Context: an optimization exercise on an open-source flow, tuned for small area, a short achievable clock period and few clock cycles per item. The choices shown serve that exercise and are no tape-out recipe. The RTL was checked by simulation tests, not by an equivalence proof against the original design. Power is estimated from default activity; no workload was simulated.

Design ntsc_csc, start of the top module:
module ntsc_csc (
    input  wire        clk,
    input  wire        rst,
    input  wire        in_valid,
    output wire        in_ready,
    input  wire [1:0]  in_op,
    input  wire [31:0] in_data,
    output wire        out_valid,
    input  wire        out_ready,
    output wire [31:0] out_data,
    output wire        out_err
);
==> flow/config.mk <==
export PLATFORM = sky130hd
export DESIGN_NAME = ntsc_csc
export DESIGN_NICKNAME = ntsc_csc
export VERILOG_FILES = /design/flow/design.v
export SDC_FILE = /design/flow/constraint.sdc
export NUM_CORES = 4
export LEC_CHECK = 0
export CAP_MARGIN = 20
export CORE_MARGIN = 2
export CORE_UTILIZATION = 40
export SLEW_MARGIN = 20
==> flow/constraint.sdc <==
create_clock -name core_clock -period 10.5 [get_ports {clk}]
set_input_delay 2.1000 -clock core_clock [delete_from_list [all_inputs] [get_ports {clk}]]
set_output_delay 2.1000 -clock core_clock [all_outputs]
set_load 0.01 [all_outputs]
standard.sh (not shown) runs the stock make flow with config.mk's settings and CLKGATE_MAP_FILE= SYNTH_SCRIPT=/design/flow/synth_recipe.tcl, a recipe that flattens the netlist after the stock synthesis.
==> flow/flow/run.sh <==
#!/bin/bash
set -euo pipefail
bash standard.sh SETUP_SLACK_MARGIN=6.0 finish > standard_flow.log 2>&1
Testbench counts at the start, summed over its fixed seeds: cycles 2,981, items 2,048.
Next try:
==> flow/run.sh (new file) <==
#!/bin/bash
# synth_recipe.tcl (not shown) runs the flow's synth.tcl, then flattens the netlist and writes it again
# the make line also repeats each setting of config.mk as NAME=value (left out here)
make -C /OpenROAD-flow-scripts/flow DESIGN_CONFIG=/design/flow/config.mk WORK_HOME=/design/flow/orfs CLKGATE_MAP_FILE= SYNTH_SCRIPT=/design/flow/synth_recipe.tcl finish
- ABC_CLOCK_PERIOD_IN_PS: not set -> 5000
- SETUP_SLACK_MARGIN: not set -> 5
removed: flow/flow/run.sh
removed: flow/standard.sh
Outcome: Worst setup slack degrades by 0.67 ns. Clock skew hardly moves. Synthesized cell count stays the same. Via count falls by a little under a tenth. Maximum frequency falls by roughly a tenth. Die area does not change. First-iteration DRC count falls by a few percent. Final cell count falls by a few percent. Routed wire length falls by roughly a tenth.
Next try:
==> flow/flow/run.sh (new file) <==
#!/bin/bash
set -euo pipefail
bash standard.sh SETUP_SLACK_MARGIN=5.8 finish > standard_flow.log 2>&1
==> flow/standard.sh (new file) <==
#!/bin/bash
# synth_recipe.tcl (not shown) runs the flow's synth.tcl, then flattens the netlist and writes it again
# the make line also repeats each setting of config.mk as NAME=value (left out here)
make -C /OpenROAD-flow-scripts/flow DESIGN_CONFIG=/design/flow/config.mk WORK_HOME=/design/flow/orfs CLKGATE_MAP_FILE= SYNTH_SCRIPT=/design/flow/synth_recipe.tcl "${@:-finish}"
- ABC_CLOCK_PERIOD_IN_PS: 5000 -> not set
- SETUP_SLACK_MARGIN: 5 -> not set
removed: flow/run.sh
The changed run finished with timing, DRC and antenna clean.
Synthesized area stays the same.
Wire length goes up by 3.0%.
Via count increases by 3.0%.
Combinational power climbs by 12%.
Final cell count rose by 3.1%.
Setup slack gets better by 0.60 ns.
Cell area grows by 7.2%.
Clock-buffer cell count does not change.
Next try:
==> flow/run.sh (new file) <==
#!/bin/bash
# synth_recipe.tcl (not shown) runs the flow's synth.tcl, then flattens the netlist and writes it again
# the make line also repeats each setting of config.mk as NAME=value (left out here)
make -C /OpenROAD-flow-scripts/flow DESIGN_CONFIG=/design/flow/config.mk WORK_HOME=/design/flow/orfs CLKGATE_MAP_FILE= SYNTH_SCRIPT=/design/flow/synth_recipe.tcl finish
- SETUP_SLACK_MARGIN: not set -> 5
removed: flow/flow/run.sh
removed: flow/standard.sh
The changed run completed without violations.
Via count came out lower by a few percent.
Cell count came out lower by a few percent.
Critical path depth came out lower by 15.
Next try:
==> flow/flow/run.sh (new file) <==
#!/bin/bash
set -euo pipefail
bash standard.sh SETUP_SLACK_MARGIN=5.6 finish > standard_flow.log 2>&1
==> flow/standard.sh (new file) <==
#!/bin/bash
# synth_recipe.tcl (not shown) runs the flow's synth.tcl, then flattens the netlist and writes it again
# the make line also repeats each setting of config.mk as NAME=value (left out here)
make -C /OpenROAD-flow-scripts/flow DESIGN_CONFIG=/design/flow/config.mk WORK_HOME=/design/flow/orfs CLKGATE_MAP_FILE= SYNTH_SCRIPT=/design/flow/synth_recipe.tcl "${@:-finish}"
- SETUP_SLACK_MARGIN: 5 -> not set
removed: flow/run.sh
After rerunning: The changed run produced a clean layout. Power increases by about 3.4%. Final area is higher by about 3.4%. Routed wire length increases by 4.5%.

==> re-timing with driven ports <==
In the flow no input, the clock included, has a driving cell. The finished layouts below were timed again as built, in two steps. Step 1 assumes that a clkbuf_16 drives the clock port and a buf_2 every other input. Step 2 adds t to the input delays and takes it off the output delays; t is the mean of the earliest and latest rising clock arrival at the registers after step 1. Input paths then give back, and output paths get back, about the clock's delay inside the block. Three values: no drivers, after step 1, after step 2; two values: the first two.
run	t, ns	setup WS [ns]	slew at the worst register clock pin (ns)	cell pins on the clock port's net
the first run	0.551	5.735 / 5.701 / 5.701	0.10 / 0.10	1
the second run	0.536	5.065 / 5.042 / 5.042	0.09 / 0.09	1
the third run	0.542	5.661 / 5.661 / 5.661	0.09 / 0.09	1
the fourth run	0.536	5.065 / 5.042 / 5.042	0.09 / 0.09	1
the fifth run	0.542	5.537 / 5.537 / 5.537	0.09 / 0.09	1
After both steps every run listed still meets setup and hold. The setup slack of the first run, which loses most, moves by -0.034 ns with the drivers and by -0.034 ns with both steps.
